What follows belongs to an exercise in optimizing a design on an open flow for small area and a short achievable clock period; a production flow would make more cautious choices. In this exercise RTL edits were held to simulation tests only and were not proved equivalent to the original. No activity file was given, so power comes from the tool's default toggle rates.

==> flow/design.v <==
module sqan_rxsync (
    input  wire         clk,
    input  wire         rst,                  
    input  wire [1:0]   in_cmd,
    input  wire [15:0]  in_i,
    input  wire [15:0]  in_q,
    input  wire [6:0]   cfg_percent,          
    input  wire [1:0]   cfg_hdr_w,            
    input  wire [11:0]  cfg_header,           
    input  wire         cfg_byte_timing,      
    input  wire [7:0]   cfg_timing_interval,  
    input  wire [4:0]   cfg_slot_bits,        
    input  wire [7:0]   cfg_sync0,            
    input  wire [7:0]   cfg_sync1,            
    input  wire         cfg_screen,           
    input  wire         cfg_esc_en,           
    input  wire [7:0]   cfg_esc_marker,       
    input  wire [7:0]   cfg_esc_xor,          
    input  wire [2:0]   cfg_esc_extra,        
    output reg          flush_valid,
    output reg          flush_emit,
    output reg  [4:0]   flush_n,
    output reg          flush_sync,
    output reg          flush_overflow,
    output reg  [127:0] flush_bytes,          
    output wire         st_searching,
    output wire         st_inverted,
    output wire         st_ignore,
    output wire [4:0]   st_count
);
    reg        [3:0]  pd_one;           
    reg        [3:0]  pd_two;           
    reg        [3:0]  pd_sg;            
    reg        [11:0] xr;               
    reg               searching;
    reg        [11:0] window;           
    reg               inverted;
    reg        [4:0]  bit_cnt;
    reg        [6:0]  temp;             
    reg               ignore_hdr;
    reg        [7:0]  slots_left;
    reg        [7:0]  dataout [0:15];
    reg        [4:0]  idx;
    reg               sync_found;
    reg               match_idx;
    reg               overflow;
    assign st_searching = searching;
    assign st_inverted  = inverted;
    assign st_ignore    = ignore_hdr;
    assign st_count     = idx;
    wire is_sample   = (in_cmd == 2'd1);
    wire is_scan_end = (in_cmd == 2'd2);
    wire inv_eff = !searching && inverted;    
    wire rx;
    sqan_thr u_thr (.x(in_i[11:0]), .xr(xr), .one(pd_one), .two(pd_two), .sg(pd_sg),
                    .inv(inv_eff), .rx(rx));
    reg [11:0] hdr_mask;
    always @(*) begin
        case (cfg_hdr_w)
            2'd0:    hdr_mask = 12'h0FF;
            2'd1:    hdr_mask = 12'h1FF;
            2'd2:    hdr_mask = 12'h7FF;
            default: hdr_mask = 12'hFFF;
        endcase
    end
    wire [11:1] hdr_diff = (window[10:0] ^ cfg_header[11:1]) & hdr_mask[11:1];
    wire        hi_norm  = (hdr_diff == 11'd0);
    wire        hi_inv   = (hdr_diff == hdr_mask[11:1]);
    wire       byte_done = ignore_hdr ? (bit_cnt + 5'd1 == cfg_slot_bits) : (bit_cnt == 5'd7);
    wire       lt32 = (temp[6:4] == 3'd0);
    wire       esc0 = cfg_esc_en && (lt32 || (cfg_esc_extra[0] && temp == 7'h20));
    wire       esc1 = cfg_esc_en && (lt32 || (cfg_esc_extra[1] && temp == 7'h3F)
                                         || (cfg_esc_extra[2] && temp == 7'h7F));
    wire [7:0] sync_expect = match_idx ? cfg_sync1 : cfg_sync0;
    wire       hit_hi      = (temp == sync_expect[7:1]);
    wire       room0     = !idx[4];
    wire       room1     = (idx < 5'd15);
    wire [7:0] slots_dec = slots_left - 8'd1;
    wire       slots_end = (slots_dec == 8'd0);
    wire       tint_nz   = (cfg_timing_interval != 8'd0);
    wire [4:0] cnt_inc   = bit_cnt + 5'd1;
    reg        nv_s   [0:1];            
    reg        nv_inv [0:1];            
    reg        nv_clr [0:1];            
    reg [4:0]  nv_idx [0:1];            
    reg        nv_ov  [0:1];            
    reg        nv_fnd [0:1];            
    reg        nv_mx  [0:1];            
    reg        nv_ign [0:1];            
    reg        nv_sld [0:1];            
    reg [7:0]  nv_bus0 [0:1];           
    reg [7:0]  nv_bus1 [0:1];           
    integer    b;
    reg        mn, mi, esc, hit, found_nx, enter;
    reg [7:0]  byte_v, out0, out1;
    always @(*) begin
        for (b = 0; b < 2; b = b + 1) begin
            mn       = hi_norm && (cfg_header[0] == b[0]);
            mi       = hi_inv  && (cfg_header[0] != b[0]);
            esc      = b[0] ? esc1 : esc0;
            hit      = hit_hi && (sync_expect[0] == b[0]);
            found_nx = sync_found || (hit && match_idx);
            enter    = cfg_byte_timing && found_nx && tint_nz;
            byte_v   = {temp, b[0]};
            out0     = esc ? cfg_esc_marker : byte_v;
            out1     = byte_v ^ cfg_esc_xor;
            nv_bus0[b] = idx[0] ? out1 : out0;
            nv_bus1[b] = idx[0] ? out0 : out1;
            nv_s[b] = searching; nv_inv[b] = inverted; nv_clr[b] = 1'b0;
            nv_idx[b] = idx; nv_ov[b] = overflow; nv_fnd[b] = sync_found;
            nv_mx[b] = match_idx; nv_ign[b] = ignore_hdr; nv_sld[b] = 1'b0;
            if (is_sample) begin
                if (searching) begin
                    if (mn || mi) begin
                        nv_s[b] = 1'b0; nv_inv[b] = mi; nv_clr[b] = 1'b1;
                    end
                end else if (byte_done) begin
                    nv_clr[b] = 1'b1;
                    nv_idx[b] = !room0 ? idx : (esc && room1) ? idx + 5'd2 : idx + 5'd1;
                    if (!room0 || (esc && !room1)) nv_ov[b] = 1'b1;
                    nv_fnd[b] = found_nx;
                    nv_mx[b]  = hit && !match_idx;
                    if (ignore_hdr) begin
                        nv_sld[b] = 1'b1;
                        if (slots_end) begin
                            nv_ign[b] = 1'b0; nv_s[b] = 1'b1;
                        end
                    end else if (enter) begin
                        nv_ign[b] = 1'b1; nv_sld[b] = 1'b1;
                    end else begin
                        nv_s[b] = 1'b1;
                    end
                end
            end else if (is_scan_end) begin
                nv_idx[b] = 5'd0; nv_fnd[b] = 1'b0; nv_mx[b] = 1'b0; nv_ov[b] = 1'b0;
            end
        end
    end
    wire [28:0] cand0 = {nv_s[0], nv_inv[0], nv_clr[0], nv_idx[0], nv_ov[0], nv_fnd[0],
                         nv_mx[0], nv_ign[0], nv_sld[0], nv_bus0[0], nv_bus1[0]};
    wire [28:0] cand1 = {nv_s[1], nv_inv[1], nv_clr[1], nv_idx[1], nv_ov[1], nv_fnd[1],
                         nv_mx[1], nv_ign[1], nv_sld[1], nv_bus0[1], nv_bus1[1]};
    wire [28:0] sel;
    sqan_sel #(.W(29)) u_sel (.s(rx), .a(cand0), .b(cand1), .y(sel));
    wire       s_nx     = sel[28];
    wire       inv_nx   = sel[27];
    wire       clr_cnt  = sel[26];
    wire [4:0] idx_nx   = sel[25:21];
    wire       ov_nx    = sel[20];
    wire       fnd_nx   = sel[19];
    wire       mx_nx    = sel[18];
    wire       ign_nx   = sel[17];
    wire       ld_slots = sel[16];
    wire [7:0] bus_even = sel[15:8];
    wire [7:0] bus_odd  = sel[7:0];
    wire [4:0] cnt_keep = (is_sample && !searching) ? cnt_inc : bit_cnt;
    wire [7:0] sl_load  = ignore_hdr ? slots_dec : cfg_timing_interval;
    wire assemble = is_sample && !searching;
    wire complete = assemble && byte_done;
    wire [8:0] pb = {2'b00, cfg_percent, 1'b0};
    integer d;
    always @(posedge clk)
        for (d = 0; d < 4; d = d + 1) begin
            pd_one[d] <= pb[2*d+1] ^ pb[2*d];
            pd_two[d] <= (pb[2*d+2] & ~pb[2*d+1] & ~pb[2*d]) | (~pb[2*d+2] & pb[2*d+1] & pb[2*d]);
            pd_sg[d]  <= ~pb[2*d+2] & (pb[2*d+1] | pb[2*d]);
        end
    always @(posedge clk) begin
        if (rst) begin
            xr            <= 12'd0;
            searching     <= 1'b1;
            window        <= 12'd0;
            inverted      <= 1'b0;
            bit_cnt       <= 5'd0;
            ignore_hdr    <= 1'b0;
            slots_left    <= 8'd0;
            idx           <= 5'd0;
            sync_found    <= 1'b0;
            match_idx     <= 1'b0;
            overflow      <= 1'b0;
        end else begin
            if (is_sample) begin
                xr <= in_i[11:0];
                if (searching)
                    window <= {window[10:0], rx};    
            end
            searching  <= s_nx;
            inverted   <= inv_nx;
            bit_cnt    <= clr_cnt ? 5'd0 : cnt_keep;
            if (ld_slots)
                slots_left <= sl_load;
            idx        <= idx_nx;
            overflow   <= ov_nx;
            sync_found <= fnd_nx;
            match_idx  <= mx_nx;
            ignore_hdr <= ign_nx;
        end
    end
    always @(posedge clk)
        if (assemble)
            temp <= {temp[5:0], rx};
    genvar k;
    generate
        for (k = 0; k < 16; k = k + 1) begin : g_cell
            wire wr = (idx == k) || (idx + 5'd1 == k);
            always @(posedge clk)
                if (!rst && complete && wr)
                    dataout[k] <= (k % 2 == 0) ? bus_even : bus_odd;
        end
    endgenerate
    integer j;
    always @(posedge clk) begin
        flush_valid <= !rst && is_scan_end;
        if (!rst && is_scan_end) begin
            flush_emit     <= (idx != 5'd0) && (!cfg_screen || sync_found);
            flush_n        <= idx;
            flush_sync     <= sync_found;
            flush_overflow <= overflow;
            for (j = 0; j < 16; j = j + 1)
                flush_bytes[8*j +: 8] <= dataout[j];
        end
    end
endmodule
module sqan_sel #(parameter W = 1) (
    input  wire         s,
    input  wire [W-1:0] a,
    input  wire [W-1:0] b,
    output wire [W-1:0] y
);
    assign y = s ? b : a;
endmodule
module sqan_thr (
    input  wire [11:0] x,
    input  wire [11:0] xr,
    input  wire [3:0]  one,    
    input  wire [3:0]  two,    
    input  wire [3:0]  sg,     
    input  wire        inv,    
    output wire        rx
);
    wire [19:0] u_add_s;
    wire t173 = u_add_s[0];
    wire t259 = u_add_s[1];
    wire t260 = u_add_s[2];
    wire t261 = u_add_s[3];
    wire t262 = u_add_s[4];
    wire t263 = u_add_s[5];
    wire t264 = u_add_s[6];
    wire t265 = u_add_s[7];
    wire t266 = u_add_s[8];
    wire t267 = u_add_s[9];
    wire t268 = u_add_s[10];
    wire t269 = u_add_s[11];
    wire t270 = u_add_s[12];
    wire t271 = u_add_s[13];
    wire t272 = u_add_s[14];
    wire t273 = u_add_s[15];
    wire t274 = u_add_s[16];
    wire t275 = u_add_s[17];
    wire t276 = u_add_s[18];
    wire t277 = u_add_s[19];
    wire t394;
    wire t0 = ((one[0] & xr[0]) | (two[0] & 1'b0)) ^ sg[0];
    wire t1 = ((one[0] & xr[1]) | (two[0] & xr[0])) ^ sg[0];
    wire t2 = ((one[0] & xr[2]) | (two[0] & xr[1])) ^ sg[0];
    wire t3 = ((one[0] & xr[3]) | (two[0] & xr[2])) ^ sg[0];
    wire t4 = ((one[0] & xr[4]) | (two[0] & xr[3])) ^ sg[0];
    wire t5 = ((one[0] & xr[5]) | (two[0] & xr[4])) ^ sg[0];
    wire t6 = ((one[0] & xr[6]) | (two[0] & xr[5])) ^ sg[0];
    wire t7 = ((one[0] & xr[7]) | (two[0] & xr[6])) ^ sg[0];
    wire t8 = ((one[0] & xr[8]) | (two[0] & xr[7])) ^ sg[0];
    wire t9 = ((one[0] & xr[9]) | (two[0] & xr[8])) ^ sg[0];
    wire t10 = ((one[0] & xr[10]) | (two[0] & xr[9])) ^ sg[0];
    wire t11 = ((one[0] & xr[11]) | (two[0] & xr[10])) ^ sg[0];
    wire t12 = ((one[0] & xr[11]) | (two[0] & xr[11])) ^ sg[0];
    wire t13 = ~t12;
    wire t14 = ((one[1] & xr[0]) | (two[1] & 1'b0)) ^ sg[1];
    wire t15 = ((one[1] & xr[1]) | (two[1] & xr[0])) ^ sg[1];
    wire t16 = ((one[1] & xr[2]) | (two[1] & xr[1])) ^ sg[1];
    wire t17 = ((one[1] & xr[3]) | (two[1] & xr[2])) ^ sg[1];
    wire t18 = ((one[1] & xr[4]) | (two[1] & xr[3])) ^ sg[1];
    wire t19 = ((one[1] & xr[5]) | (two[1] & xr[4])) ^ sg[1];
    wire t20 = ((one[1] & xr[6]) | (two[1] & xr[5])) ^ sg[1];
    wire t21 = ((one[1] & xr[7]) | (two[1] & xr[6])) ^ sg[1];
    wire t22 = ((one[1] & xr[8]) | (two[1] & xr[7])) ^ sg[1];
    wire t23 = ((one[1] & xr[9]) | (two[1] & xr[8])) ^ sg[1];
    wire t24 = ((one[1] & xr[10]) | (two[1] & xr[9])) ^ sg[1];
    wire t25 = ((one[1] & xr[11]) | (two[1] & xr[10])) ^ sg[1];
    wire t26 = ((one[1] & xr[11]) | (two[1] & xr[11])) ^ sg[1];
    wire t27 = ~t26;
    wire t28 = ((one[2] & xr[0]) | (two[2] & 1'b0)) ^ sg[2];
    wire t29 = ((one[2] & xr[1]) | (two[2] & xr[0])) ^ sg[2];
    wire t30 = ((one[2] & xr[2]) | (two[2] & xr[1])) ^ sg[2];
    wire t31 = ((one[2] & xr[3]) | (two[2] & xr[2])) ^ sg[2];
    wire t32 = ((one[2] & xr[4]) | (two[2] & xr[3])) ^ sg[2];
    wire t33 = ((one[2] & xr[5]) | (two[2] & xr[4])) ^ sg[2];
    wire t34 = ((one[2] & xr[6]) | (two[2] & xr[5])) ^ sg[2];
    wire t35 = ((one[2] & xr[7]) | (two[2] & xr[6])) ^ sg[2];
    wire t36 = ((one[2] & xr[8]) | (two[2] & xr[7])) ^ sg[2];
    wire t37 = ((one[2] & xr[9]) | (two[2] & xr[8])) ^ sg[2];
    wire t38 = ((one[2] & xr[10]) | (two[2] & xr[9])) ^ sg[2];
    wire t39 = ((one[2] & xr[11]) | (two[2] & xr[10])) ^ sg[2];
    wire t40 = ((one[2] & xr[11]) | (two[2] & xr[11])) ^ sg[2];
    wire t41 = ~t40;
    wire t42 = ((one[3] & xr[0]) | (two[3] & 1'b0)) ^ sg[3];
    wire t43 = ((one[3] & xr[1]) | (two[3] & xr[0])) ^ sg[3];
    wire t44 = ((one[3] & xr[2]) | (two[3] & xr[1])) ^ sg[3];
    wire t45 = ((one[3] & xr[3]) | (two[3] & xr[2])) ^ sg[3];
    wire t46 = ((one[3] & xr[4]) | (two[3] & xr[3])) ^ sg[3];
    wire t47 = ((one[3] & xr[5]) | (two[3] & xr[4])) ^ sg[3];
    wire t48 = ((one[3] & xr[6]) | (two[3] & xr[5])) ^ sg[3];
    wire t49 = ((one[3] & xr[7]) | (two[3] & xr[6])) ^ sg[3];
    wire t50 = ((one[3] & xr[8]) | (two[3] & xr[7])) ^ sg[3];
    wire t51 = ((one[3] & xr[9]) | (two[3] & xr[8])) ^ sg[3];
    wire t52 = ((one[3] & xr[10]) | (two[3] & xr[9])) ^ sg[3];
    wire t53 = ((one[3] & xr[11]) | (two[3] & xr[10])) ^ sg[3];
    wire t54 = ((one[3] & xr[11]) | (two[3] & xr[11])) ^ sg[3];
    wire t55 = ~t54;
    wire t56 = ~xr[11];
    wire t57 = sg[3] ^ t6;
    wire t58 = sg[3] & t6;
    wire t59 = t7 ^ t19;
    wire t60 = t7 & t19;
    wire t61 = t8 ^ t20;
    wire t62 = t8 & t20;
    wire t63 = t9 ^ t21;
    wire t64 = t9 & t21;
    wire t65 = t10 ^ t22;
    wire t66 = t10 & t22;
    wire t67 = t11 ^ t23;
    wire t68 = t11 & t23;
    wire t69 = 1'b1 ^ t24 ^ t36;
    wire t70 = (1'b1 & t24) | (1'b1 & t36) | (t24 & t36);
    wire t71 = sg[1] ^ t56;
    wire t72 = sg[1] & t56;
    wire t73 = sg[2] ^ t4;
    wire t74 = sg[2] & t4;
    wire t75 = t5 ^ t17;
    wire t76 = t5 & t17;
    wire t77 = t18 ^ t30 ^ t42;
    wire t78 = (t18 & t30) | (t18 & t42) | (t30 & t42);
    wire t79 = t31 ^ t43 ^ t58;
    wire t80 = (t31 & t43) | (t31 & t58) | (t43 & t58);
    wire t81 = t32 ^ t44 ^ t60;
    wire t82 = (t32 & t44) | (t32 & t60) | (t44 & t60);
    wire t83 = t33 ^ t45 ^ t62;
    wire t84 = (t33 & t45) | (t33 & t62) | (t45 & t62);
    wire t85 = t34 ^ t46 ^ t64;
    wire t86 = (t34 & t46) | (t34 & t64) | (t46 & t64);
    wire t87 = t35 ^ t47 ^ t66;
    wire t88 = (t35 & t47) | (t35 & t66) | (t47 & t66);
    wire t89 = t48 ^ t13 ^ t68;
    wire t90 = (t48 & t13) | (t48 & t68) | (t13 & t68);
    wire t91 = t25 ^ t37 ^ t49;
    wire t92 = (t25 & t37) | (t25 & t49) | (t37 & t49);
    wire t93 = t38 ^ t50;
    wire t94 = t38 & t50;
    wire t95 = 1'b1 ^ t39;
    wire t96 = 1'b1 & t39;
    wire t97 = 1'b1 ^ t52;
    wire t98 = 1'b1 & t52;
    wire t99 = t2 ^ t14;
    wire t100 = t2 & t14;
    wire t101 = t72 ^ t3 ^ t15;
    wire t102 = (t72 & t3) | (t72 & t15) | (t3 & t15);
    wire t103 = t16 ^ t28 ^ t73;
    wire t104 = (t16 & t28) | (t16 & t73) | (t28 & t73);
    wire t105 = t29 ^ t74 ^ t75;
    wire t106 = (t29 & t74) | (t29 & t75) | (t74 & t75);
    wire t107 = t76 ^ t77 ^ t57;
    wire t108 = (t76 & t77) | (t76 & t57) | (t77 & t57);
    wire t109 = t78 ^ t59 ^ t79;
    wire t110 = (t78 & t59) | (t78 & t79) | (t59 & t79);
    wire t111 = t61 ^ t80 ^ t81;
    wire t112 = (t61 & t80) | (t61 & t81) | (t80 & t81);
    wire t113 = t63 ^ t82 ^ t83;
    wire t114 = (t63 & t82) | (t63 & t83) | (t82 & t83);
    wire t115 = t65 ^ t84 ^ t85;
    wire t116 = (t65 & t84) | (t65 & t85) | (t84 & t85);
    wire t117 = t67 ^ t86 ^ t87;
    wire t118 = (t67 & t86) | (t67 & t87) | (t86 & t87);
    wire t119 = t69 ^ t88 ^ t89;
    wire t120 = (t69 & t88) | (t69 & t89) | (t88 & t89);
    wire t121 = t70 ^ t91 ^ t90;
    wire t122 = (t70 & t91) | (t70 & t90) | (t91 & t90);
    wire t123 = t27 ^ t92 ^ t93;
    wire t124 = (t27 & t92) | (t27 & t93) | (t92 & t93);
    wire t125 = t51 ^ t94 ^ t95;
    wire t126 = (t51 & t94) | (t51 & t95) | (t94 & t95);
    wire t127 = t41 ^ t96 ^ t97;
    wire t128 = (t41 & t96) | (t41 & t97) | (t96 & t97);
    wire t129 = 1'b1 ^ t53 ^ t98;
    wire t130 = (1'b1 & t53) | (1'b1 & t98) | (t53 & t98);
    wire t131 = 1'b1 ^ t55;
    wire t132 = 1'b1 & t55;
    wire t278 = ~x[11];
    wire t279 = x[0] ^ x[3];
    wire t280 = x[0] & x[3];
    wire t281 = (x[0] & x[1]) | (x[0] & x[4]) | (x[1] & x[4]);
    wire t282 = x[0] ^ x[1] ^ x[4];
    wire t283 = (x[1] & x[2]) | (x[1] & x[5]) | (x[2] & x[5]);
    wire t284 = x[1] ^ x[2] ^ x[5];
    wire t285 = (x[2] & x[3]) | (x[2] & x[6]) | (x[3] & x[6]);
    wire t286 = x[2] ^ x[3] ^ x[6];
    wire t287 = (x[3] & x[4]) | (x[3] & x[7]) | (x[4] & x[7]);
    wire t288 = x[3] ^ x[4] ^ x[7];
    wire t289 = (x[4] & x[5]) | (x[4] & x[8]) | (x[5] & x[8]);
    wire t290 = x[4] ^ x[5] ^ x[8];
    wire t291 = (x[5] & x[6]) | (x[5] & x[9]) | (x[6] & x[9]);
    wire t292 = x[5] ^ x[6] ^ x[9];
    wire t293 = (x[6] & x[7]) | (x[6] & x[10]) | (x[7] & x[10]);
    wire t294 = x[6] ^ x[7] ^ x[10];
    wire t295 = (x[7] & x[8]) | (x[7] & t278) | (x[8] & t278);
    wire t296 = x[7] ^ x[8] ^ t278;
    wire t297 = x[8] ^ x[9];
    wire t298 = x[8] & x[9];
    wire t299 = x[9] ^ x[10];
    wire t300 = x[9] & x[10];
    wire t301 = x[10] ^ t278;
    wire t302 = x[10] & t278;
    wire t303 = (t264 & t280) | (t264 & t282) | (t280 & t282);
    wire t304 = t264 ^ t280 ^ t282;
    wire t305 = (t265 & t281) | (t265 & t284) | (t281 & t284);
    wire t306 = t265 ^ t281 ^ t284;
    wire t307 = (t266 & t283) | (t266 & t286) | (t283 & t286);
    wire t308 = t266 ^ t283 ^ t286;
    wire t309 = (t267 & t285) | (t267 & t288) | (t285 & t288);
    wire t310 = t267 ^ t285 ^ t288;
    wire t311 = (t268 & t287) | (t268 & t290) | (t287 & t290);
    wire t312 = t268 ^ t287 ^ t290;
    wire t313 = (t269 & t289) | (t269 & t292) | (t289 & t292);
    wire t314 = t269 ^ t289 ^ t292;
    wire t315 = (t270 & t291) | (t270 & t294) | (t291 & t294);
    wire t316 = t270 ^ t291 ^ t294;
    wire t317 = (t271 & t293) | (t271 & t296) | (t293 & t296);
    wire t318 = t271 ^ t293 ^ t296;
    wire t319 = (t272 & t295) | (t272 & t297) | (t295 & t297);
    wire t320 = t272 ^ t295 ^ t297;
    wire t321 = (t273 & t298) | (t273 & t299) | (t298 & t299);
    wire t322 = t273 ^ t298 ^ t299;
    wire t323 = (t274 & t300) | (t274 & t301) | (t300 & t301);
    wire t324 = t274 ^ t300 ^ t301;
    wire t325 = (t275 & t278) | (t275 & t302) | (t278 & t302);
    wire t326 = t275 ^ t278 ^ t302;
    wire t327 = t277 ^ inv;
    wire [19:0] u_add_a = {t132, t130, t128, t126, t124, t122, t120, t118, t116, t114, t112, t110, t108, t106, t104, t102, t100, t99, t56, sg[0]};
    wire [19:0] u_add_b = {1'b0, t131, t129, t127, t125, t123, t121, t119, t117, t115, t113, t111, t109, t107, t105, t103, t101, t71, t1, t0};
    sqan_thr_add u_add (.a(u_add_a), .b(u_add_b), .s(u_add_s));
    wire [17:0] u_sign_a = {t327, t276, t326, t324, t322, t320, t318, t316, t314, t312, t310, t308, t306, t304, t263, t262, t261, t260};
    wire [17:0] u_sign_b = {1'b0, t325, t323, t321, t319, t317, t315, t313, t311, t309, t307, t305, t303, 1'b0, t279, x[2], x[1], x[0]};
    sqan_thr_sign u_sign (.a(u_sign_a), .b(u_sign_b), .ge(t394));
    assign rx = t394;
endmodule
module sqan_thr_add (
    input  wire [19:0] a,
    input  wire [19:0] b,
    output wire [19:0] s
);
    assign s = a + b;
endmodule
module sqan_thr_sign (
    input  wire [17:0] a,
    input  wire [17:0] b,
    output wire        ge
);
    wire [17:0] s = a + b;
    assign ge = ~s[17];
endmodule
==> flow/flow/run.sh <==
#!/bin/bash
# Standard layout with two changes to how it is optimised:
#  - the port buffers are made from the smallest buffer cell (buffer_ports
#    otherwise picks sky130_fd_sc_hd__clkdlybuf4s50_1); the resizer still
#    upsizes any of them that timing or slew needs;
#  - repair_timing aims for a larger setup slack than the constraint needs, so
#    that it shortens the critical paths (the SDC and clock are unchanged).
set -euo pipefail
export BUFFER_PORTS_ARGS="-buffer_cell sky130_fd_sc_hd__buf_1"
export SETUP_SLACK_MARGIN=15
bash standard.sh > standard_make.log 2>&1
==> flow/standard.sh <==
#!/bin/bash
# synth_recipe.tcl (not shown) runs the flow's synth.tcl, then flattens the netlist and writes it again
# the make line also repeats each setting of config.mk as NAME=value (left out here)
make -C /OpenROAD-flow-scripts/flow DESIGN_CONFIG=/design/flow/config.mk WORK_HOME=/design/flow/orfs CLKGATE_MAP_FILE= SYNTH_SCRIPT=/design/flow/synth_recipe.tcl "${@:-finish}"
==> flow/config.mk <==
export PLATFORM = sky130hd
export DESIGN_NAME = sqan_rxsync
export DESIGN_NICKNAME = sqan_rxsync
export VERILOG_FILES = /design/flow/design.v
export SDC_FILE = /design/flow/constraint.sdc
export NUM_CORES = 4
export LEC_CHECK = 0
export CAP_MARGIN = 20
export CORE_MARGIN = 2
export CORE_UTILIZATION = 40
export SLEW_MARGIN = 20
export SYNTH_HIERARCHICAL = 1
==> flow/constraint.sdc <==
create_clock -name core_clock -period 22.0 [get_ports {clk}]
set_input_delay 4.4000 -clock core_clock [delete_from_list [all_inputs] [get_ports {clk}]]
set_output_delay 4.4000 -clock core_clock [all_outputs]
set_load 0.01 [all_outputs]
==> impl_metrics.csv, run 1 <==
group,metric,value,unit
placed_design,place.gp.congestion,0.839,
critical_path,crit_start,"in_i[8]",
grt,grt_pass1_wl,61300,um
critical_path,reg2reg_slack,15.35,ns
route,wl_per_cell,18.7,um
final_layout,fin_area,19700,sq um
logic_synthesis,synth_cell_type_count,71,
logic_synthesis,synth_seq_area_share,55.7,%
sta,rsz0062_at_grt,"true",
sta,fin_setup_tns,0,ns
floorplanning,start_util,40.8,%
pwr,switching_share,33.3,%
logic_synthesis,yosysWarnings,19,
logic_synthesis,ys_ff_latch,331,
logic_synthesis,syn_area_per_cell,12.8,sq um
floorplanning,dieArea,43500,sq um
placed_design,place_inst,2018,
logic_synthesis,yosys.area.top_type,"edfxtp_1",
route,vias,10846,
critical_path,endpoint_kind,"flop",
pwr,irDropWorstVdd,104,uV
placed_design,dp_hpwl,27400,um
logic_synthesis,ys_top_cells_by_area,"edfxtp_1 (49%), dfxtp_1 (7.2%), fa_1 (5.0%), ha_1 (5.0%), xnor2_1 (3.8%)",
grt,antenna_found_initial,3,
critical_path,slowest_stage,"fa_1",
floorplanning,chipHeight,209,um
pwr,seq_power_share,32.3,%
sta,whs,0.412,ns
clocking,cts.htree.levels,2,
route,drt_drc_violations_left,0,
clocking,cts-root-buf,"clkbuf_16",
pwr,p_clk_share,22.8,%
clocking,cts_buffer_depth,3,
final_layout,area_growth,17.5,%
route,postRouteWirelength,39200,um
clocking,worst_setup_hold_path_clk_slew,0.06,ns
logic_synthesis,netlist.area_leader.share,48.6,%
sta,finalHoldViolCount,0,
sta,fmax,0.139,GHz
sta,slew_viol_final,0,
clocking,cts_tree,"built",
critical_path,rr_startpoint,"pd_one[1]",
sta,max-slew-margin-rel,35.7,%
placed_design,place_area,18100,sq um
logic_synthesis,syn_inst,1312,
critical_path,reg2reg_depth,24,
route,drt_first_pass_iters,5,
pwr,leakage,6.93,nW
route,drtAntennaViolNets,0,
floorplanning,num_io_pins,253,
final_layout,fin_nets,1758,
final_layout,drive_above_1_share,13.1,%
logic_synthesis,synth_edf_count,271,
critical_path,cp-start-kind,"primary input",
pwr,powerDensity,127,nW/um^2
critical_path,critPathMaxStageDelay,0.54,ns
pwr,pwr-share-comb,44.9,%
grt,grt_max_degree,78,
critical_path,cp_max_fo,8,
critical_path,critical_path_class,"in2reg",
logic_synthesis,synthFlopType,"edfxtp_1",
floorplanning,fp.dieW,209,um
critical_path,path_cells,"buf_6 -> inv_2 -> fa_1 -> inv_2 -> fa_1 -> ha_4 -> nand2_1 -> nor2_2 -> a211oi_2 -> o211ai_1 -> xnor2_2 -> buf_6 -> buf_12 -> buf_16 -> mux2_4",
outcome,status,"finished clean",
logic_synthesis,async_flop_share,0,%
logic_synthesis,synth.most_common_cell,"edfxtp_1",
grt,grt_pass1_vias,10506,
logic_synthesis,netlist_area,16800,sq um
clocking,cts_made_buffers,35,
critical_path,r2r-end,"dataout[15][3]",
placed_design,portBuffers,232,
sta,setup_viol,0,
grt,grt_usage,18.1,%
critical_path,cp.arrival,7.47,ns
clocking,cts.sinks,331,
sta,setup_ws,14.79,ns
sta,tightest_slew,0.963,ns
pwr,p_sw,0.835,mW
route,avgViaCountPerCell,5.16,
grt,grt_overflow,0,
final_layout,post-route-util,47.9,%
floorplanning,core_area,41100,sq um
sta,finalCritPeriodShare,32.8,%
critical_path,critPathCapture,"dataout[15][3]",
clocking,clock_latency,0.55,ns
pwr,p_int,1.67,mW
critical_path,crit_required,22.25,ns
final_layout,layoutNonFillerInstCount,2102,
route,drt-initial-drc-count,661,
placed_design,pre_cts_ws,13.68,ns
min_path,hp-class,"reg2reg",
logic_synthesis,synth_commonest_cells,"edfxtp_1 (271), nand2_1 (108), a21oi_1 (79)",
sta,post-route-min-period,7.21,ns
floorplanning,rows,74,
clocking,ctsHoldBuffers,0,
sta,fin_skew,0.0197,ns
pwr,power.total,2.51,mW
run,max_cap_violations,0,
[per-module statistics from Yosys (local to each module, per instance), excerpt]
module | flip-flops and latches | copies in the design | cells | area [sq um]
sqan_rxsync | 331 | 1 | 858 | 12500
sqan_thr | 0 | 1 | 253 | 2570
sqan_thr_add | 0 | 1 | 128 | 928
sqan_thr_sign | 0 | 1 | 41 | 352
[per-layer routing]
layer	up-vias	wire length, um	track usage, %
met4	4	843	5.05
li1	5204	-	-
met1	5263	18000	25.2
met3	64	2530	4.45
met5	-	27	0
met2	311	17900	28.3
[layout by cell type, fill, tap and decap left out, drive strengths merged, types with 4 or more instances in the layout]
master and instances:
edfxtp 271, buf 257, nand2 108, a21oi 80, inv 78, xnor2 72, ha 67, dfxtp 60
clkbuf 50, a22oi 49, nor2 49, xor2 46, mux2i 42, fa 42, o21ai 39, mux2 33
nor3 20, and2 20, nor2b 18, o22ai 15, nand3 13, nand4 11, clkinv 11, a31oi 9
nand2b 9, a211oi 9, a21o 8, o21a 8, o21bai 5, o211ai 5, or3 4, and3 4
[cell families after synthesis]
group | count (synthesis) | share of synthesized area (%)
AOI/OAI and AO/OA | 253 | 11.1
xor gates and xnor gates | 118 | 6.17
adders and majority gates | 109 | 10.0
buffers and inverters | 148 | 4.05
DFF | 331 | 55.7
muxes | 74 | 4.88
other | 1 | 0.0224
and+or+nand+nor | 278 | 8.04
[layout make-up]
cell class,instances,area (sq um)
timing repair buffer,260,1310
fill,3723,21400
clock buffer,47,931
clock inverter,17,175
tap,532,666
inverter,77,289
sequential,331,9340
antenna,2,5.00
multi-input combinational,836,6970
[power by group through the flow]
stage,sequential (mW),combinational [mW],clock (mW)
after floorplan,0.812,0.589,0
after global placement,0.823,0.775,0
after detailed placement,0.823,0.789,0
after CTS,0.810,1.02,0.589
after global routing,0.811,1.24,0.613
final,0.810,1.13,0.571
[repair_timing]
| item | in CTS | in global routing |
|---|---|---|
| gates resized for setup | 47 | 27 |
| setup endpoints to repair | 266 | 241 |
| setup buffers | 7 | 6 |
| gates cloned | 4 | 1 |
| pin swaps | 13 | 12 |
[how the worst min path moves through the flow]
| stage | startpoint | end | slack, ns | depth (start not counted) |
|---|---|---|---|---|
| global placement | dataout[13][6] | flush_bytes[110] | 0.40 | 0 |
| finish | dataout[5][1] | flush_bytes[41] | 0.41 | 0 |
| CTS | dataout[5][1] | flush_bytes[41] | 0.41 | 0 |
| detailed placement | dataout[0][0] | flush_bytes[0] | 0.40 | 0 |
| global route | dataout[14][4] | flush_bytes[116] | 0.42 | 0 |
| floorplan | dataout[0][0] | flush_bytes[0] | 0.40 | 0 |
[flip-flops by register name, summed over array words and instances (netlist names), 7 cells and up]
signal and flops:
dataout 128, flush_bytes 128, xr 12, window 11, slots_left 8, temp 7
[critical path: cells and delay by family]
kind,cells,cell delay (ns)
XOR/XNOR,1,0.16
AO/OA/AOI/OAI,2,0.41
buffers and inverters,6,0.61
adder cells (fa/ha/maj),3,1.33
multiplexers,1,0.38
AND/OR/NAND/NOR,2,0.16
==> run 2, diff against run 1 <==
--- a/flow/design.v
+++ b/flow/design.v
@@ -53,5 +53,5 @@
     wire inv_eff = !searching && inverted;    
-    wire rx;
+    wire rx, rx_n;
     sqan_thr u_thr (.x(in_i[11:0]), .xr(xr), .one(pd_one), .two(pd_two), .sg(pd_sg),
-                    .inv(inv_eff), .rx(rx));
+                    .inv(inv_eff), .rx(rx), .rx_n(rx_n));
     reg [11:0] hdr_mask;
@@ -138,19 +138,25 @@
     end
-    wire [28:0] cand0 = {nv_s[0], nv_inv[0], nv_clr[0], nv_idx[0], nv_ov[0], nv_fnd[0],
-                         nv_mx[0], nv_ign[0], nv_sld[0], nv_bus0[0], nv_bus1[0]};
-    wire [28:0] cand1 = {nv_s[1], nv_inv[1], nv_clr[1], nv_idx[1], nv_ov[1], nv_fnd[1],
-                         nv_mx[1], nv_ign[1], nv_sld[1], nv_bus0[1], nv_bus1[1]};
-    wire [28:0] sel;
-    sqan_sel #(.W(29)) u_sel (.s(rx), .a(cand0), .b(cand1), .y(sel));
-    wire       s_nx     = sel[28];
-    wire       inv_nx   = sel[27];
-    wire       clr_cnt  = sel[26];
-    wire [4:0] idx_nx   = sel[25:21];
-    wire       ov_nx    = sel[20];
-    wire       fnd_nx   = sel[19];
-    wire       mx_nx    = sel[18];
-    wire       ign_nx   = sel[17];
-    wire       ld_slots = sel[16];
-    wire [7:0] bus_even = sel[15:8];
-    wire [7:0] bus_odd  = sel[7:0];
+    wire [12:0] sel_a;
+    wire [15:0] sel_b;
+    sqan_sel #(.W(13)) u_sel_a (
+        .s(rx),
+        .a({nv_s[0], nv_inv[0], nv_clr[0], nv_ov[0], nv_fnd[0], nv_bus0[0]}),
+        .b({nv_s[1], nv_inv[1], nv_clr[1], nv_ov[1], nv_fnd[1], nv_bus0[1]}),
+        .y(sel_a));
+    sqan_sel #(.W(16)) u_sel_b (
+        .s(rx_n),
+        .a({nv_idx[1], nv_mx[1], nv_ign[1], nv_sld[1], nv_bus1[1]}),
+        .b({nv_idx[0], nv_mx[0], nv_ign[0], nv_sld[0], nv_bus1[0]}),
+        .y(sel_b));
+    wire       s_nx     = sel_a[12];
+    wire       inv_nx   = sel_a[11];
+    wire       clr_cnt  = sel_a[10];
+    wire       ov_nx    = sel_a[9];
+    wire       fnd_nx   = sel_a[8];
+    wire [7:0] bus_even = sel_a[7:0];
+    wire [4:0] idx_nx   = sel_b[15:11];
+    wire       mx_nx    = sel_b[10];
+    wire       ign_nx   = sel_b[9];
+    wire       ld_slots = sel_b[8];
+    wire [7:0] bus_odd  = sel_b[7:0];
     wire [4:0] cnt_keep = (is_sample && !searching) ? cnt_inc : bit_cnt;
@@ -238,3 +244,4 @@
     input  wire        inv,    
-    output wire        rx
+    output wire        rx,
+    output wire        rx_n    
 );
@@ -450,3 +457,3 @@
     wire [17:0] u_sign_b = {1'b0, t325, t323, t321, t319, t317, t315, t313, t311, t309, t307, t305, t303, 1'b0, t279, x[2], x[1], x[0]};
-    sqan_thr_sign u_sign (.a(u_sign_a), .b(u_sign_b), .ge(t394));
+    sqan_thr_sign u_sign (.a(u_sign_a), .b(u_sign_b), .ge(t394), .lt(rx_n));
     assign rx = t394;
@@ -463,3 +470,4 @@
     input  wire [17:0] b,
-    output wire        ge
+    output wire        ge,
+    output wire        lt
 );
@@ -467,2 +475,3 @@
     assign ge = ~s[17];
+    assign lt = s[17];
 endmodule
==> run 2 against run 1 <==
Effect of this change: largest power group unchanged; clock power is 6.7% higher; critical path depth shrank 1; sequential power hardly changed; fmax increased by 1.0%; highest routed layer unchanged; combinational power decreased by 4%; worst hold slack improved by 0.00084 ns; clock skew up 0.0035 ns; count of clock-buffer cells in the layout down 4; core utilization hardly changed; total power is 0.52% lower; synthesized cell count barely moved.
==> impl_metrics.csv, run 2 <==
group,metric,value,unit
logic_synthesis,ys_top_cells_by_area,"edfxtp_1 (49%), dfxtp_1 (7.2%), fa_1 (5.0%), ha_1 (5.0%), xnor2_1 (3.8%)",
clocking,cts-root-buf,"clkbuf_16",
grt,antenna_found_initial,8,
clocking,cts_buffer_depth,3,
logic_synthesis,synthFlopType,"edfxtp_1",
logic_synthesis,synth_seq_area_share,55.9,%
sta,slew_viol_final,0,
pwr,irDropWorstVdd,81.6,uV
logic_synthesis,async_flop_share,0,%
critical_path,endpoint_kind,"flop",
critical_path,cp_max_fo,8,
sta,fin_skew,0.0232,ns
placed_design,dp_hpwl,28500,um
critical_path,cp-start-kind,"primary input",
pwr,powerDensity,127,nW/um^2
final_layout,final_cell_mix,"edfxtp_1 (271), buf_1 (220), nand2_1 (107), a21oi_1 (76), inv_1 (74)",
critical_path,slowest_stage,"fa_1",
clocking,clock_latency,0.55,ns
critical_path,path_cells,"buf_12 -> inv_4 -> fa_1 -> inv_2 -> fa_1 -> ha_1 -> nand2_1 -> nor2_2 -> a211oi_2 -> o211ai_4 -> xor2_4 -> buf_12 -> buf_16 -> mux2_4",
final_layout,largestRegisters,"dataout (128), flush_bytes (128), xr (12)",
route,wl_per_cell,18.9,um
sta,max-slew-margin-rel,37.0,%
logic_synthesis,synth_commonest_cells,"edfxtp_1 (271), nand2_1 (108), a21oi_1 (79)",
clocking,cts.htree.levels,2,
sta,fmax,0.140,GHz
logic_synthesis,yosysWarnings,19,
logic_synthesis,synth.most_common_cell,"edfxtp_1",
grt,grt_pass1_wl,61500,um
floorplanning,dieArea,43400,sq um
sta,setup_viol,0,
sta,fin_setup_tns,0,ns
logic_synthesis,ys_ff_latch,331,
sta,rsz0062_at_grt,"true",
clocking,ctsHoldBuffers,0,
clocking,worst_setup_hold_path_clk_slew,0.06,ns
run,max_cap_violations,0,
logic_synthesis,synth_edf_count,271,
route,drt_drc_violations_left,0,
pwr,p_int,1.65,mW
pwr,pwr-share-comb,43.2,%
critical_path,crit_required,22.27,ns
grt,grt_overflow,0,
pwr,seq_power_share,32.4,%
route,drt_first_pass_iters,7,
logic_synthesis,syn_inst,1313,
route,drt-initial-drc-count,604,
sta,finalCritPeriodShare,32.4,%
min_path,hp-class,"reg2reg",
logic_synthesis,netlist.area_leader.share,48.7,%
final_layout,drive_above_1_share,12.6,%
final_layout,area_growth,17.5,%
critical_path,critical_path_class,"in2reg",
logic_synthesis,yosys.area.top_type,"edfxtp_1",
route,drtAntennaViolNets,0,
route,postRouteWirelength,39700,um
logic_synthesis,synth_cell_type_count,72,
floorplanning,chipHeight,208,um
min_path,worstHoldPathCells,0,
floorplanning,rows,74,
final_layout,layout_commonest_cell,"edfxtp_1",
sta,post-route-min-period,7.14,ns
placed_design,place.gp.congestion,0.859,
pwr,power.total,2.49,mW
critical_path,critPathMaxStageDelay,0.54,ns
floorplanning,core_area,41000,sq um
critical_path,reg2reg_depth,22,
sta,tightest_slew,0.921,ns
clocking,cts_made_buffers,35,
logic_synthesis,netlist_area,16700,sq um
critical_path,cp.arrival,7.40,ns
pwr,switching_share,34.0,%
floorplanning,num_io_pins,253,
grt,grt_usage,18.2,%
final_layout,fin_area,19600,sq um
placed_design,place_area,18000,sq um
grt,grt_pass1_vias,10783,
route,vias,10972,
final_layout,post-route-util,47.8,%
placed_design,portBuffers,232,
final_layout,fin_nets,1755,
route,avgViaCountPerCell,5.22,
clocking,cts_tree,"built",
pwr,leakage,6.91,nW
pwr,p_sw,0.848,mW
outcome,status,"finished clean",
sta,finalHoldViolCount,0,
floorplanning,start_util,40.7,%
logic_synthesis,syn_area_per_cell,12.7,sq um
grt,grt_max_degree,74,
clocking,cts.sinks,331,
floorplanning,fp.dieW,208,um
pwr,p_clk_share,24.4,%
-- run 2: repair_timing --
| item | 4_1_cts | 5_1_grt |
|---|---|---|
| pin swaps | 18 | 14 |
| setup endpoints to repair | 272 | 256 |
| gates cloned | 2 | 0 |
| buffers inserted | 9 | 3 |
| resized for setup | 62 | 12 |
-- run 2: metal layers --
metal	wire, um	track usage (%)	vias to the layer above
met3	2480	4.30	60
met1	18000	24.7	5368
met4	793	5.81	6
met2	18500	28.8	342
met5	41	0	-
li1	-	-	5196
-- run 2: modules after synthesis (local to each module, per instance), excerpt --
module         cells  flip-flops and latches  copies in the design  cell area (sq um)
sqan_thr_sign     42                       0                     1                369
sqan_rxsync      858                     331                     1              12500
sqan_thr_add     128                       0                     1                928
sqan_thr         253                       0                     1               2450
-- run 2: layout make-up --
type,instances,area [sq um]
sequential,331,9340
antenna,5,12.5
fill,3679,21400
clock inverter,20,259
multi-input combinational,837,6940
inverter,77,292
timing repair buffer,256,1180
tap,532,666
clock buffer,43,940
-- run 2: critical path: cells and delay by family --
kind                     cells  cell delay [ns]
AO/OA/AOI/OAI                2             0.49
buffers and inverters        5             0.45
multiplexers                 1             0.38
XOR/XNOR                     1             0.20
adder cells (fa/ha/maj)      3             1.32
AND/OR/NAND/NOR              2             0.15
-- run 2: worst paths after layout --
| path | start | to | slack (ns) |
|---|---|---|---|
| min reg2reg | dataout[3][3] | flush_bytes[27] | 0.41 |
| max reg2reg | pd_one[2] | dataout[1][2] | 15.40 |
| min | dataout[3][3] | flush_bytes[27] | 0.41 |
| max | in_i[7] | dataout[1][2] | 14.86 |
-- run 2: stage by stage --
step / setup slack, ns / hold WS [ns] / instances
after CTS: 14.94 / 0.415 / 2092
after global routing: 14.77 / 0.421 / 2100
final: 14.86 / 0.413 / 2101
after global placement: 13.87 / 0.401 / 2018
after floorplan: 14.55 / 0.400 / 1315
after detailed placement: 13.75 / 0.405 / 2018
-- run 2: power groups by stage --
stage,combinational (mW),clock (mW),sequential (mW)
floorplan,0.611,0,0.812
global placement,0.823,0,0.821
detailed placement,0.837,0,0.821
CTS,1.06,0.626,0.808
global route,1.18,0.648,0.809
finish,1.08,0.609,0.808
-- run 2: logic make-up (layout without fill, tap and decap cells) --
| family | count (synthesis) | after routing | share of synthesized area [%] |
|---|---|---|---|
| AOI/OAI and AO/OA | 253 | 253 | 10.6 |
| and+or+nand+nor | 278 | 278 | 8.07 |
| adders and majority gates | 109 | 109 | 10.1 |
| other | 1 | 8 | 0.0225 |
| DFF | 331 | 331 | 55.9 |
| muxes | 74 | 75 | 5.12 |
| xor gates and xnor gates | 119 | 119 | 6.24 |
| buffers and inverters | 148 | 396 | 4.02 |
==> run 3, diff against run 2 <==
--- a/flow/config.mk
+++ b/flow/config.mk
@@ -10,2 +10,4 @@
 export CORE_UTILIZATION = 40
+export CTS_CLUSTER_DIAMETER = 60
+export CTS_CLUSTER_SIZE = 24
 export SLEW_MARGIN = 20
==> run 3 against run 2 <==
Effect of this change: sequential share of layout area rose by 0.83 points; total power fell by 4.9%; non-clock buffer count grew 3; worst hold slack barely moved; flip-flop and latch count stayed put; synthesized area is the same; largest power group unchanged; critical path depth is the same; design area fell by 1.7%; clock skew fell by 0.0067 ns; via count is 0.80% lower; first-iteration DRC count up 15%; final cell count fell by 0.81%.
==> impl_metrics.csv, run 3 <==
group,metric,value,unit
sta,finalCritPeriodShare,32.4,%
grt,grt_pass1_wl,60600,um
floorplanning,fp.dieW,208,um
critical_path,cp_max_fo,8,
critical_path,crit_required,22.28,ns
floorplanning,dieArea,43400,sq um
sta,slew_viol_final,0,
route,drt_first_pass_iters,5,
run,max_cap_violations,0,
route,drt-initial-drc-count,695,
pwr,p_sw,0.840,mW
logic_synthesis,netlist_area,16700,sq um
pwr,seq_power_share,34.0,%
sta,tightest_slew,1.12,ns
pwr,p_clk_share,20.0,%
clocking,cts.sinks,331,
clocking,cts_tree,"built",
sta,finalHoldViolCount,0,
sta,setup_viol,0,
placed_design,dp_hpwl,28500,um
outcome,status,"finished clean",
critical_path,cp.arrival,7.40,ns
final_layout,post-route-util,47.0,%
logic_synthesis,synth_seq_area_share,55.9,%
clocking,cts.htree.levels,1,
placed_design,place_area,18000,sq um
logic_synthesis,synthFlopType,"edfxtp_1",
pwr,p_int,1.53,mW
critical_path,endpoint_kind,"flop",
min_path,hp-class,"reg2reg",
pwr,switching_share,35.4,%
logic_synthesis,netlist.area_leader.share,48.7,%
floorplanning,rows,74,
logic_synthesis,synth_cell_type_count,72,
sta,max-slew-margin-rel,25.5,%
clocking,ctsHoldBuffers,0,
final_layout,drive_above_1_share,12.0,%
route,postRouteWirelength,39300,um
route,drt_drc_violations_left,0,
grt,grt_max_degree,74,
clocking,cts_made_buffers,26,
logic_synthesis,syn_inst,1313,
clocking,cts-root-buf,"clkbuf_16",
final_layout,largestRegisters,"dataout (128), flush_bytes (128), xr (12)",
logic_synthesis,synth.most_common_cell,"edfxtp_1",
clocking,worst_setup_hold_path_clk_slew,0.08,ns
critical_path,critical_path_class,"in2reg",
grt,antenna_found_initial,6,
grt,grt_overflow,0,
final_layout,fin_nets,1749,
logic_synthesis,async_flop_share,0,%
logic_synthesis,synth_commonest_cells,"edfxtp_1 (271), nand2_1 (108), a21oi_1 (79)",
sta,rsz0062_at_grt,"true",
clocking,cts_buffer_depth,3,
grt,grt_pass1_vias,10574,
logic_synthesis,ys_ff_latch,331,
logic_synthesis,synth_edf_count,271,
final_layout,area_growth,15.5,%
route,wl_per_cell,18.8,um
pwr,pwr-share-comb,46.0,%
clocking,clock_latency,0.57,ns
route,drtAntennaViolNets,0,
floorplanning,start_util,40.7,%
final_layout,fin_area,19300,sq um
placed_design,portBuffers,232,
pwr,power.total,2.37,mW
critical_path,reg2reg_slack,15.32,ns
floorplanning,chipHeight,208,um
floorplanning,core_area,41000,sq um
logic_synthesis,yosys.area.top_type,"edfxtp_1",
pwr,leakage,6.75,nW
pwr,irDropWorstVdd,92.3,uV
sta,fin_skew,0.0165,ns
logic_synthesis,yosysWarnings,19,
placed_design,place.gp.congestion,0.859,
pwr,powerDensity,123,nW/um^2
route,vias,10884,
placed_design,pre_cts_ws,13.75,ns
route,avgViaCountPerCell,5.22,
sta,fmax,0.140,GHz
logic_synthesis,syn_area_per_cell,12.7,sq um
grt,grt_usage,17.8,%
sta,setup_ws,14.88,ns
logic_synthesis,ys_top_cells_by_area,"edfxtp_1 (49%), dfxtp_1 (7.2%), fa_1 (5.0%), ha_1 (5.0%), xnor2_1 (3.8%)",
final_layout,layout_commonest_cell,"edfxtp_1",
final_layout,final_cell_mix,"edfxtp_1 (271), buf_1 (220), nand2_1 (107), a21oi_1 (77), inv_1 (74)",
critical_path,cp-start-kind,"primary input",
sta,fin_setup_tns,0,ns
sta,post-route-min-period,7.12,ns
floorplanning,num_io_pins,253,
## run 3: cell types whose count changed in the layout (fill, tap and decap cells not counted), sizes merged
cell | before | now
diode | 5 | 4
bufinv | 5 | 0
clkbuf | 44 | 28
clkinv | 14 | 4
buf | 255 | 257
clkinvlp | 0 | 1
inv | 78 | 89
bufbuf | 0 | 1
## run 3: path summary, 6_finish.rpt
path | cells past startpoint | end | startpoint
min reg2reg | 0 | flush_bytes[121] | dataout[15][1]
max | 14 | dataout[3][2] | in_i[7]
min | 0 | flush_bytes[121] | dataout[15][1]
max reg2reg | 23 | dataout[3][2] | pd_one[2]
## run 3: per-stage QoR
| step | std cells | hold WS [ns] |
|---|---|---|
| after floorplan | 1315 | 0.400 |
| after global placement | 2018 | 0.401 |
| after global routing | 2083 | 0.418 |
| after CTS | 2073 | 0.407 |
| final | 2084 | 0.413 |
| after detailed placement | 2018 | 0.405 |
## run 3: per-module statistics from Yosys (local to each module, per instance), a selection
module / cells / flops+latches / area [sq um] / times used
sqan_rxsync: 858 / 331 / 12500 / 1
sqan_thr_add: 128 / 0 / 928 / 1
sqan_thr: 253 / 0 / 2450 / 1
sqan_thr_sign: 42 / 0 / 369 / 1
## run 3: per-layer routing
metal / GRT usage, % / share of wire, % / up-vias
met5: 0 / 0.069 / -
met4: 4.29 / 1.9 / 4
met3: 3.46 / 6.2 / 52
met2: 28.6 / 47 / 347
met1: 24.8 / 45 / 5311
li1: - / - / 5170
## run 3: final cells by class
type                    count  area [sq um]
well taps                 532           666
clock inverters            17           200
inverters                  77           292
repair buffers            259          1220
multi-input cells         837          6910
diodes                      4          10.0
flip-flops and latches    331          9340
fillers                  3731         21700
clock buffers              27           654
## run 3: cell families after synthesis
| family | count (synthesis) | share of synthesized area, % |
|---|---|---|
| flip-flops | 331 | 55.9 |
| AND/OR/NAND/NOR | 278 | 8.07 |
| AO/OA/AOI/OAI | 253 | 10.6 |
| buffers and inverters | 148 | 4.02 |
| XOR/XNOR | 119 | 6.24 |
| adder cells (fa/ha/maj) | 109 | 10.1 |
| multiplexers | 74 | 5.12 |
| other | 1 | 0.0225 |
## run 3: power by group through the flow
stage	clock network, mW	logic [mW]	registers (mW)
detailed placement	0	0.837	0.821
global route	0.509	1.19	0.809
CTS	0.486	1.03	0.807
finish	0.474	1.09	0.807
global placement	0	0.823	0.821
floorplan	0	0.611	0.812
## run 3: what timing repair did
| item | CTS | global route |
|---|---|---|
| endpoints found under the setup margin | 272 | 246 |
| cloned | 2 | 0 |
| pin swaps | 22 | 17 |
| gates resized for setup | 54 | 17 |
| setup buffers | 9 | 7 |
## run 3: worst max-delay path: stages
cell and delay, ns:
buf_8 0.09, inv_4 0.03, fa_1 0.54, inv_2 0.04, fa_1 0.45, ha_1 0.32
nand2_1 0.09, nor2_2 0.04, a211oi_2 0.29, o211ai_4 0.14, xor2_2 0.21, buf_4 0.16
buf_12 0.12, mux2_2 0.46
==> run 4, diff against run 3 <==
--- a/flow/config.mk
+++ b/flow/config.mk
@@ -9,5 +9,3 @@
 export CORE_MARGIN = 2
-export CORE_UTILIZATION = 40
-export CTS_CLUSTER_DIAMETER = 60
-export CTS_CLUSTER_SIZE = 24
+export CORE_UTILIZATION = 60
 export SLEW_MARGIN = 20
==> run 4 against run 3 <==
Effect of this change: count of clock-buffer cells in the layout increased by 16; critical path type unchanged; core utilization increased by 23 points; fmax decreased by 1.5%; highest routed layer unchanged; design area decreased by 0.10%; worst setup slack got worse by 0.11 ns; still clean on timing, DRC and antenna.
==> impl_metrics.csv, run 4 <==
group,metric,value,unit
outcome,status,"finished clean",
final_layout,post-route-util,69.7,%
route,vias,10686,
final_layout,layoutNonFillerInstCount,1941,
clocking,cts.sinks,331,
clocking,cts-root-buf,"clkbuf_16",
final_layout,largestRegisters,"dataout (128), flush_bytes (128), xr (12)",
route,drt_drc_violations_left,0,
placed_design,portBuffers,232,
sta,setup_ws,14.77,ns
logic_synthesis,synthFlopType,"edfxtp_1",
sta,finalCritPeriodShare,32.9,%
sta,fin_skew,0.0218,ns
logic_synthesis,syn_inst,1313,
clocking,cts_tree,"built",
pwr,powerDensity,125,nW/um^2
route,wl_met1,16300,um
final_layout,layout_commonest_cell,"edfxtp_1",
grt,grt_pass1_vias,9973,
min_path,hp-class,"reg2reg",
logic_synthesis,synth_commonest_cells,"edfxtp_1 (271), nand2_1 (108), a21oi_1 (79)",
clocking,cts_made_buffers,34,
clocking,cts.htree.levels,2,
route,drtAntennaViolNets,0,
logic_synthesis,netlist_area,16700,sq um
clocking,worst_setup_hold_path_clk_slew,0.06,ns
final_layout,n_fill_cell,2080,
sta,setup_viol,0,
pwr,irDropWorstVdd,153,uV
logic_synthesis,syn_area_per_cell,12.7,sq um
run,max_cap_violations,0,
final_layout,fin_nets,1752,
logic_synthesis,synth.most_common_cell,"edfxtp_1",
critical_path,reg2reg_slack,15.36,ns
logic_synthesis,yosys.area.top_type,"edfxtp_1",
floorplanning,start_util,60.5,%
sta,fmax,0.138,GHz
critical_path,endpoint_kind,"flop",
critical_path,critical_path_class,"in2reg",
logic_synthesis,synth_seq_area_share,55.9,%
final_layout,area_growth,15.4,%
floorplanning,fp.dieW,171,um
grt,grt_pass1_wl,54600,um
logic_synthesis,synth_edf_count,271,
floorplanning,rows,61,
critical_path,cp.arrival,7.48,ns
sta,fin_setup_tns,0,ns
placed_design,place_inst,1864,
clocking,cts_buffer_depth,3,
route,wl_per_cell,18.2,um
grt,grt_max_degree,138,
placed_design,pre_cts_ws,13.67,ns
route,dr_wl_met3,2090,um
critical_path,cp_max_fo,8,
critical_path,cp-start-kind,"primary input",
logic_synthesis,netlist.area_leader.share,48.7,%
floorplanning,dieArea,29200,sq um
logic_synthesis,synth_cell_type_count,72,
floorplanning,num_io_pins,253,
route,avgViaCountPerCell,5.51,
logic_synthesis,yosysWarnings,19,
floorplanning,chipHeight,171,um
grt,grt_overflow,0,
floorplanning,core_area,27600,sq um
logic_synthesis,ys_ff_latch,331,
final_layout,final_cell_mix,"edfxtp_1 (271), buf_1 (219), nand2_1 (108), a21oi_1 (78), inv_1 (74)",
placed_design,dp_hpwl,24400,um
min_path,worstHoldPathCells,0,
route,drt-initial-drc-count,840,
final_layout,drive_above_1_share,11.7,%
route,met2_length,16300,um
sta,post-route-min-period,7.23,ns
critical_path,reg2reg_depth,22,
placed_design,place.gp.congestion,0.883,
critical_path,crit_required,22.25,ns
grt,antenna_found_initial,3,
route,drt_first_pass_iters,5,
route,postRouteWirelength,35400,um
sta,rsz0062_at_grt,"true",
logic_synthesis,async_flop_share,0,%
pwr,leakage,6.85,nW
clocking,ctsHoldBuffers,0,
route,top_layer_used,"met5",
clocking,clock_latency,0.52,ns
grt,grt_usage,24.2,%
sta,tightest_slew,1.03,ns
sta,max-slew-margin-rel,31.4,%
sta,slew_viol_final,0,
logic_synthesis,ys_top_cells_by_area,"edfxtp_1 (49%), dfxtp_1 (7.2%), fa_1 (5.0%), ha_1 (5.0%), xnor2_1 (3.8%)",
sta,finalHoldViolCount,0,
run 4: cell families after synthesis:
family          synth area share [%]
compound gates                  10.6
xor+xnor                        6.24
fa+ha+maj                       10.1
buf+inv                         4.02
flops                           55.9
mux                             5.12
other cells                   0.0225
simple gates                    8.07
run 4: metal layers:
layer	track usage (%)	up-vias
li1	-	5189
met1	35.7	5061
met2	38.0	375
met3	3.89	59
met4	6.19	2
met5	0	-
run 4: path summary, 6_finish.rpt:
| check | startpoint | end |
|---|---|---|
| setup / recovery | in_i[3] | dataout[7][4] |
| hold / removal | dataout[2][3] | flush_bytes[19] |
| setup reg to reg | pd_one[2] | dataout[7][4] |
| hold reg to reg | dataout[2][3] | flush_bytes[19] |
run 4: final cells by class:
class                           instances  area (sq um)  area share [%]
Clock inverter                         19           188           0.974
Inverter                               77           289            1.50
Antenna cell                            2          5.00          0.0260
Sequential cell                       331          9340            48.5
Tap cell                              378           473            2.45
Timing Repair Buffer                  254          1190            6.19
Multi-Input combinational cell        837          6900            35.8
Clock buffer                           43           885            4.59
run 4: Yosys stat by module (local to each module, per instance), excerpt:
module | cells | flops+latches
sqan_rxsync | 858 | 331
sqan_thr | 253 | 0
sqan_thr_add | 128 | 0
sqan_thr_sign | 42 | 0
run 4: timing repair:
item	CTS	global route
setup buffers	7	4
setup endpoints to repair	258	248
gates cloned	1	1
resized for setup	34	38
pin swaps	10	14
run 4: worst max-delay path, stage by stage:
cell      delay, ns
buf_8          0.10
fa_1           0.56
fa_1           0.42
ha_1           0.34
a21o_1         0.20
a21o_1         0.18
a31oi_4        0.20
o211ai_4       0.16
xor2_4         0.26
buf_12         0.18
buf_4          0.12
mux2_4         0.35
run 4: report_power, final:
part / switching [mW] / total [mW] / internal, mW / leakage, nW
sequential: 0.0161 / 0.808 / 0.792 / 2.95
combinational: 0.581 / 1.05 / 0.466 / 3.38
clock: 0.233 / 0.547 / 0.314 / 0.517
total: 0.830 / 2.40 / 1.57 / 6.85
run 4: through the flow:
step | instance area [sq um] | power (mW) | hold WS [ns]
after global placement | 17800 | 1.63 | 0.401
after detailed placement | 17800 | 1.64 | 0.405
final | 19300 | 2.40 | 0.414
after CTS | 19100 | 2.32 | 0.413
after global routing | 19300 | 2.53 | 0.420
after floorplan | 16800 | 1.42 | 0.400
==> run 5, diff against run 4 <==
--- a/flow/design.v
+++ b/flow/design.v
@@ -473,5 +473,34 @@
 );
-    wire [17:0] s = a + b;
-    assign ge = ~s[17];
-    assign lt = s[17];
+    wire [16:0] g = a[16:0] & b[16:0];
+    wire [16:0] t = a[16:0] | b[16:0];
+    wire g0_0 = g[1] | (t[1] & g[0]);
+    wire g0_1 = g[3] | (t[3] & g[2]);
+    wire t0_1 = t[3] & t[2];
+    wire g0_2 = g[5] | (t[5] & g[4]);
+    wire t0_2 = t[5] & t[4];
+    wire g0_3 = g[7] | (t[7] & g[6]);
+    wire t0_3 = t[7] & t[6];
+    wire g0_4 = g[9] | (t[9] & g[8]);
+    wire t0_4 = t[9] & t[8];
+    wire g0_5 = g[11] | (t[11] & g[10]);
+    wire t0_5 = t[11] & t[10];
+    wire g0_6 = g[13] | (t[13] & g[12]);
+    wire t0_6 = t[13] & t[12];
+    wire g0_7 = g[15] | (t[15] & g[14]);
+    wire t0_7 = t[15] & t[14];
+    wire g1_0 = g0_1 | (t0_1 & g0_0);
+    wire g1_1 = g0_3 | (t0_3 & g0_2);
+    wire t1_1 = t0_3 & t0_2;
+    wire g1_2 = g0_5 | (t0_5 & g0_4);
+    wire t1_2 = t0_5 & t0_4;
+    wire g1_3 = g0_7 | (t0_7 & g0_6);
+    wire t1_3 = t0_7 & t0_6;
+    wire g2_0 = g1_1 | (t1_1 & g1_0);
+    wire g2_1 = g1_3 | (t1_3 & g1_2);
+    wire t2_1 = t1_3 & t1_2;
+    wire g3_0 = g2_1 | (t2_1 & g2_0);
+    wire g4_0 = g[16] | (t[16] & g3_0);
+    wire c = g4_0;
+    assign lt = a[17] ^ b[17] ^ c;
+    assign ge = ~lt;
 endmodule
--- a/flow/config.mk
+++ b/flow/config.mk
@@ -9,3 +9,5 @@
 export CORE_MARGIN = 2
-export CORE_UTILIZATION = 60
+export CORE_UTILIZATION = 40
+export CTS_CLUSTER_DIAMETER = 60
+export CTS_CLUSTER_SIZE = 24
 export SLEW_MARGIN = 20
==> run 5 against run 4 <==
Effect of this change: worst hold slack worse by 0.0023 ns; clock skew down 0.0014 ns; flip-flop and latch count unchanged; die area up 51%; sequential power up 0.5%; core utilization down 23 points; total power down 1.3%; via count up 4.5%; largest cell class unchanged; largest power group unchanged.
==> impl_metrics.csv, run 5 <==
group,metric,value,unit
floorplanning,rows,75,
sta,fin_setup_tns,0,ns
logic_synthesis,syn_area_per_cell,12.6,sq um
logic_synthesis,ys_ff_latch,331,
clocking,worst_setup_hold_path_clk_slew,0.09,ns
floorplanning,fp.dieW,210,um
route,drtAntennaViolNets,0,
route,drt-initial-drc-count,794,
grt,grt_overflow,0,
logic_synthesis,netlist.area_leader.share,48.0,%
placed_design,place.gp.congestion,0.880,
clocking,cts_buffer_depth,3,
grt,grt_usage,17.8,%
sta,tightest_slew,0.964,ns
sta,setup_ws,14.95,ns
floorplanning,num_io_pins,253,
critical_path,critPathCapture,"dataout[5][2]",
critical_path,rr_startpoint,"pd_one[0]",
logic_synthesis,syn_inst,1343,
critical_path,cp_max_fo,8,
outcome,status,"finished clean",
logic_synthesis,synth_commonest_cells,"edfxtp_1 (271), nand2_1 (109), a21oi_1 (78)",
min_path,hp-class,"reg2reg",
pwr,leakage,6.75,nW
sta,fmax,0.142,GHz
sta,fin_skew,0.0204,ns
floorplanning,dieArea,44000,sq um
grt,grt_pass1_vias,10577,
sta,max-slew-margin-rel,34.0,%
sta,slew_viol_final,0,
critical_path,endpoint_kind,"flop",
grt,grt_max_degree,73,
pwr,powerDensity,122,nW/um^2
critical_path,cp-start-kind,"primary input",
route,drt_drc_violations_left,0,
logic_synthesis,netlist_area,16900,sq um
logic_synthesis,synth.most_common_cell,"edfxtp_1",
final_layout,area_growth,14.4,%
final_layout,fin_nets,1755,
placed_design,portBuffers,232,
min_path,worstHoldPathCells,0,
clocking,cts_made_buffers,25,
sta,rsz0062_at_grt,"true",
run,max_cap_violations,0,
logic_synthesis,yosysWarnings,19,
placed_design,place_inst,2049,
sta,finalHoldViolCount,0,
route,avgViaCountPerCell,5.28,
clocking,cts.sinks,331,
logic_synthesis,ys_top_cells_by_area,"edfxtp_1 (48%), dfxtp_1 (7.1%), fa_1 (5.0%), ha_1 (3.8%), xnor2_1 (3.3%)",
critical_path,cp.arrival,7.33,ns
final_layout,n_fill_cell,3852,
logic_synthesis,synth_edf_count,271,
sta,finalCritPeriodShare,32.0,%
logic_synthesis,synth_seq_area_share,55.1,%
clocking,cts-root-buf,"clkbuf_16",
logic_synthesis,synthFlopType,"edfxtp_1",
critical_path,crit_start,"in_i[8]",
final_layout,layoutNonFillerInstCount,2114,
floorplanning,core_area,41900,sq um
sta,post-route-min-period,7.05,ns
floorplanning,start_util,40.5,%
grt,antenna_found_initial,8,
final_layout,drive_above_1_share,11.3,%
final_layout,layout_commonest_cell,"edfxtp_1",
route,wl_per_cell,19.0,um
route,vias,11172,
pwr,irDropWorstVdd,97.1,uV
grt,grt_pass1_wl,61300,um
critical_path,critical_path_class,"in2reg",
logic_synthesis,async_flop_share,0,%
clocking,clock_latency,0.57,ns
route,postRouteWirelength,40100,um
critical_path,r2r-end,"dataout[5][2]",
logic_synthesis,synth_cell_type_count,91,
logic_synthesis,yosys.area.top_type,"edfxtp_1",
critical_path,reg2reg_depth,21,
final_layout,largestRegisters,"dataout (128), flush_bytes (128), xr (12)",
route,drt_first_pass_iters,5,
final_layout,multi_input_area,7000,sq um
floorplanning,chipHeight,210,um
critical_path,reg2reg_slack,15.42,ns
sta,setup_viol,0,
final_layout,final_cell_mix,"edfxtp_1 (271), buf_1 (223), nand2_1 (109), a21oi_1 (77), inv_1 (73)",
placed_design,dp_hpwl,29000,um
critical_path,crit_required,22.28,ns
clocking,cts.htree.levels,1,
final_layout,ff_latch_area,9340,sq um
placed_design,pre_cts_ws,14.10,ns
clocking,cts_tree,"built",
[run 5: cell count changes after synthesis, moves of 8 or more]
cell and delta:
o21ai_0 -11, a22oi_2 +13, ha_1 -16, o21ai_1 +8, a22oi_1 -11, xnor2_1 -9
[run 5: worst min path at each step]
stage | start | end | slack (ns)
6_report | dataout[12][6] | flush_bytes[102] | 0.41
5_1_grt | dataout[12][6] | flush_bytes[102] | 0.41
4_1_cts | dataout[12][6] | flush_bytes[102] | 0.42
3_5_place_dp | dataout[13][4] | flush_bytes[108] | 0.40
3_3_place_gp | dataout[13][0] | flush_bytes[104] | 0.40
2_1_floorplan | dataout[0][0] | flush_bytes[0] | 0.40
[run 5: layout make-up]
class	instances	area share (%)
clock buffers	27	3.27
well taps	539	3.48
diodes	6	0.0774
flip-flops and latches	331	48.2
repair buffers	258	6.01
multi-input cells	861	36.1
clock inverters	15	1.41
inverters	77	1.50
[run 5: kinds of logic (layout without fill, tap and decap cells)]
logic type | after synthesis | count (layout) | synth area share, %
compound gates | 286 | 286 | 12.5
xor+xnor | 112 | 112 | 5.79
fa+ha+maj | 94 | 94 | 8.80
buf+inv | 155 | 377 | 4.29
flops | 331 | 331 | 55.1
mux | 72 | 73 | 4.92
other cells | 1 | 10 | 0.0221
simple gates | 292 | 292 | 8.56
[run 5: per-layer routing]
metal,global-route usage [%],share of wire (%)
met5,0,0.055
met3,2.99,5.9
met2,28.1,46
met4,5.45,2.2
met1,25.3,46
[run 5: report_power, final]
part	switching [mW]	leakage, nW	total [mW]	internal (mW)
Combinational	0.579	3.36	1.06	0.481
Sequential	0.0172	2.96	0.812	0.795
Clock	0.256	0.435	0.500	0.243
[run 5: critical path, cell delays in order]
cell       delay (ns)
buf_8            0.08
inv_2            0.03
fa_1             0.54
inv_2            0.04
fa_1             0.56
o22ai_2          0.11
nor3_2           0.23
o2111ai_2        0.16
or3_4            0.43
nand3_4          0.12
buf_12           0.15
mux2_2           0.48
[run 5: timing repair]
| item | in CTS | in global routing |
|---|---|---|
| resized for setup | 10 | 34 |
| endpoints found under the setup margin | 152 | 161 |
| hold buffers | 0 | 0 |
| pin swaps | 0 | 10 |
| buffers inserted | 4 | 11 |
| gates cloned | 0 | 2 |
[run 5: modules after synthesis, one instance, submodules excluded, excerpt]
module         flip-flops and latches  cells inside
sqan_rxsync                       331           862
sqan_thr_sign                       0            45
sqan_thr_add                        0           151
sqan_thr                            0           253
[run 5: per-stage QoR]
| step | instance area (sq um) | util (%) | power, mW | hold slack, ns |
|---|---|---|---|---|
| after floorplan | 17000 | - | 1.47 | 0.400 |
| after global routing | 19400 | 46.3 | 2.51 | 0.408 |
| after global placement | 18200 | 43.4 | 1.65 | 0.401 |
| after CTS | 19100 | 45.7 | 2.23 | 0.416 |
| after detailed placement | 18200 | 43.4 | 1.67 | 0.405 |
| final | 19400 | 46.3 | 2.37 | 0.412 |

==> re-timing with driven ports <==
In the flow no input, the clock included, has a driving cell. The finished layouts below were timed again as built, in two steps. Step 1, drivers: a clkbuf_16 drives clk and a buf_2 each remaining input, both assumed. Step 2 also shifts input and output timing later by t, the mid clock arrival at the registers, as if the neighbouring blocks saw the same clock. Three values: ideal, step 1, step 2; two values: the first two.
| run | shift t [ns] | slack for setup (ns) |
|---|---|---|
| run 1 | 0.588 | 14.787 / 14.791 / 14.203 |
| run 2 | 0.591 | 14.862 / 14.852 / 14.262 |
| run 3 | 0.619 | 14.880 / 14.883 / 14.264 |
| run 4 | 0.562 | 14.770 / 14.774 / 14.212 |
| run 5 | 0.612 | 14.955 / 14.954 / 14.342 |
After both steps setup and hold are still met in every run listed.
